This design comes from an exercise in tuning for a short achievable clock period and few clock cycles per item on the open sky130 flow, not from production work. Function was checked by simulation only, so behaviour that the tests miss may differ from the original. Power and IR drop assume default switching activity.

Design bbj_engine, start of the top module:
module bbj_engine (
    input  wire        clk,
    input  wire        rst,
    input  wire        frame_start,
    input  wire [1:0]  msg_kind,      
    input  wire [15:0] msg_mask,
    input  wire [15:0] step_budget,   
    output reg  [2:0]  run_state,     
    output reg         frame_done,
    output reg         mem_req,
    output reg         mem_we,
    output reg  [23:0] mem_addr,
    output reg  [7:0]  mem_wdata,
    input  wire        mem_ready,
    input  wire        mem_rvalid,
    input  wire [7:0]  mem_rdata,
    output wire        pix_valid,
    input  wire        pix_ready,
    output wire [23:0] pix_rgb
);
export LEC_CHECK = 0
export CAP_MARGIN = 20
export CELL_PAD_IN_SITES_DETAIL_PLACEMENT = 1
export CELL_PAD_IN_SITES_GLOBAL_PLACEMENT = 2
export CORE_MARGIN = 2
export CORE_UTILIZATION = 30
export PLACE_DENSITY = 0.4
export SETUP_SLACK_MARGIN = 3
export SLEW_MARGIN = 20
export TNS_END_PERCENT = 5
create_clock -name core_clock -period 8.0 [get_ports {clk}]
run.sh (not shown) runs the stock make flow with config.mk's settings and CLKGATE_MAP_FILE= SYNTH_SCRIPT=/design/flow/synth_recipe.tcl, a recipe that flattens the netlist after the stock synthesis.
The baseline finished but failed the layout checks on max-slew violations.
Testbench counts at the start, summed over its fixed seeds: cycles 1,240,226, frames 8.
Edit:
--- a/flow/design.v
+++ b/flow/design.v
@@ -14,18 +14,18 @@
     input  wire        mem_ready,
     input  wire        mem_rvalid,
     input  wire [7:0]  mem_rdata,
     output wire        pix_valid,
     input  wire        pix_ready,
     output wire [23:0] pix_rgb
 );
-    localparam NI  = 64;              
-    localparam NIB = 6;
-    localparam ND  = 64;              
-    localparam NDB = 6;
+    localparam NI  = 80;              
+    localparam NIB = 7;
+    localparam ND  = 80;              
+    localparam NDB = 7;
     localparam RS_IDLE    = 3'd1;
     localparam RS_RUNNING = 3'd2;
     localparam RS_HALTED  = 3'd4;
     localparam P_IDLE = 3'd0;
     localparam P_HALT = 3'd1;
     localparam P_INJ  = 3'd2;    
     localparam P_SEED = 3'd3;    
@@ -50,16 +50,14 @@
     reg        vb;                
     reg [23:0] srcb, dstb;
     reg        wv;
     reg [23:0] wa;
     reg [7:0]  wd;
     reg [19:0] wa_hm1;            
     reg        wa_hm1_ok;         
-    reg            ifull, dfull;
-    reg [15:0]     lfsr;
     reg [NI-1:0]   iv;
     reg [NIB-1:0]  irr;
     reg [ND-1:0]   dv;
     reg [NDB-1:0]  drr;
     reg        ifill;             
     reg [3:0]  fi_n;              
     reg [3:0]  fi_iss, fi_rcv;    
@@ -296,17 +294,14 @@
             wd         <= 8'd0;
             wa_hm1     <= 20'd0;
             wa_hm1_ok  <= 1'b0;
             iv         <= {NI{1'b0}};
             dv         <= {ND{1'b0}};
             irr        <= {NIB{1'b0}};
             drr        <= {NDB{1'b0}};
-            ifull      <= 1'b0;
-            dfull      <= 1'b0;
-            lfsr       <= 16'hace1;
             ifill      <= 1'b0;
             fi_n       <= 4'd0;
             fi_iss     <= 4'd0;
             fi_rcv     <= 4'd0;
             dfill      <= 1'b0;
             df_iss     <= 1'b0;
             pix_iss    <= 16'd0;
@@ -319,15 +314,14 @@
             pf_cnt     <= 4'd0;
             rv_q       <= 1'b0;
             rd_q       <= 8'd0;
             imiss_q    <= 1'b0;
             dmiss_q    <= 1'b0;
         end else begin
             frame_done <= 1'b0;
-            lfsr       <= {lfsr[14:0], lfsr[15] ^ lfsr[13] ^ lfsr[12] ^ lfsr[10]};
             rv_q       <= mem_rvalid;
             rd_q       <= mem_rdata;
             imiss_q    <= imiss && !ifill_start;
             dmiss_q    <= dmiss && !dfill_start;
             if (!mem_req || mem_ready) begin
                 if (s_v) begin
                     mem_req   <= 1'b1;
@@ -365,16 +359,14 @@
                         inj       <= 1'b0;
                         sq_iss    <= 2'd0;
                         sq_rcv    <= 2'd0;
                         iv        <= {NI{1'b0}};
                         dv        <= {ND{1'b0}};
                         irr       <= {NIB{1'b0}};
                         drr       <= {NDB{1'b0}};
-                        ifull     <= 1'b0;
-                        dfull     <= 1'b0;
                         va        <= 1'b0;
                         vb        <= 1'b0;
                         ifill     <= 1'b0;
                         dfill     <= 1'b0;
                         phase     <= (msg_kind == 2'd1) ? P_INJ : P_SEED;
                     end
                 end
@@ -419,17 +411,15 @@
                     df_iss <= 1'b0;
                 end
                 if (df_put)
                     df_iss <= 1'b1;
                 if (dfill_commit) begin
                     dfill   <= 1'b0;
                     dv[drr] <= 1'b1;
-                    drr     <= dfull ? lfsr[NDB-1:0] : drr + 1'b1;
-                    if (drr == ND - 1)
-                        dfull <= 1'b1;
+                    drr     <= (drr == ND - 1) ? {NDB{1'b0}} : drr + 1'b1;
                 end
                 if (ifill_start) begin
                     ifill  <= 1'b1;
                     fi_iss <= 4'd0;
                     fi_rcv <= 4'd0;
                     iv[irr] <= 1'b0;
                     fi_n   <= (pca[23:4] == 20'hfffff && pca[3]) ? (4'd0 - pca[3:0]) : 4'd9;
@@ -437,17 +427,15 @@
                 if (if_put)
                     fi_iss <= fi_iss + 4'd1;
                 if (ifill_wr)
                     fi_rcv <= fi_rcv + 4'd1;
                 if (ifill_commit) begin
                     ifill   <= 1'b0;
                     iv[irr] <= 1'b1;
-                    irr     <= ifull ? lfsr[NIB+7:8] : irr + 1'b1;
-                    if (irr == NI - 1)
-                        ifull <= 1'b1;
+                    irr     <= (irr == NI - 1) ? {NIB{1'b0}} : irr + 1'b1;
                 end
             end
             P_VID: begin
                 if (vid_put)
                     vid_iss <= 1'b1;
                 if (rv_q) begin
                     bank         <= rd_q;
- The changed run ran to the end with violations: max-slew violations
- routed wire length goes up by 34%
- final area is higher by 25%
- global-route usage grows by 3.0 points
- synthesized cell count increases by 28%
- die area increases by 24%
- first-iteration DRC count came out higher by 23%
- worst setup slack gets worse by 75 ps
- clock skew falls by 12 ps
- clock power grows by 23%
- sequential power went up by 24%
- worst hold slack improved by 47 ps
- combinational power rose to 3.3 times its value
- final cell count came out higher by 26%
- count of clock-buffer cells in the layout came out higher by 290
Testbench counts after the change, summed over its fixed seeds: cycles 1,060,776, frames 8.

-- afterwards: timing with drivers on the ports --
No port has a modelled driver above. Below, the same layouts with a new extraction and two added sets of constraints. Step 1 (the two cells are an assumption about what drives the block):
set clk [get_ports {clk}]
set_driving_cell -lib_cell sky130_fd_sc_hd__clkbuf_16 $clk
set_driving_cell -lib_cell sky130_fd_sc_hd__buf_2 [delete_from_list [all_inputs] $clk]
Step 2, shift: input delay + t, output delay - t, t = (earliest + latest rising clock arrival at the registers) / 2. This alone moves slack from input paths to output paths. Three values: ideal, step 1, step 2; two values: the first two.
| run | t, ns | setup slack, ns | slew at the worst register clock pin (ns) |
|---|---|---|---|
| the first run | 1.544 | 2.244 / 2.244 / 2.244 | 0.07 / 0.07 |
| the second run | 1.578 | 2.169 / 2.169 / 1.572 | 0.07 / 0.07 |
For the second run, which loses most, drivers alone change the setup slack by 0.000 ns; drivers and shift together by -0.597 ns.
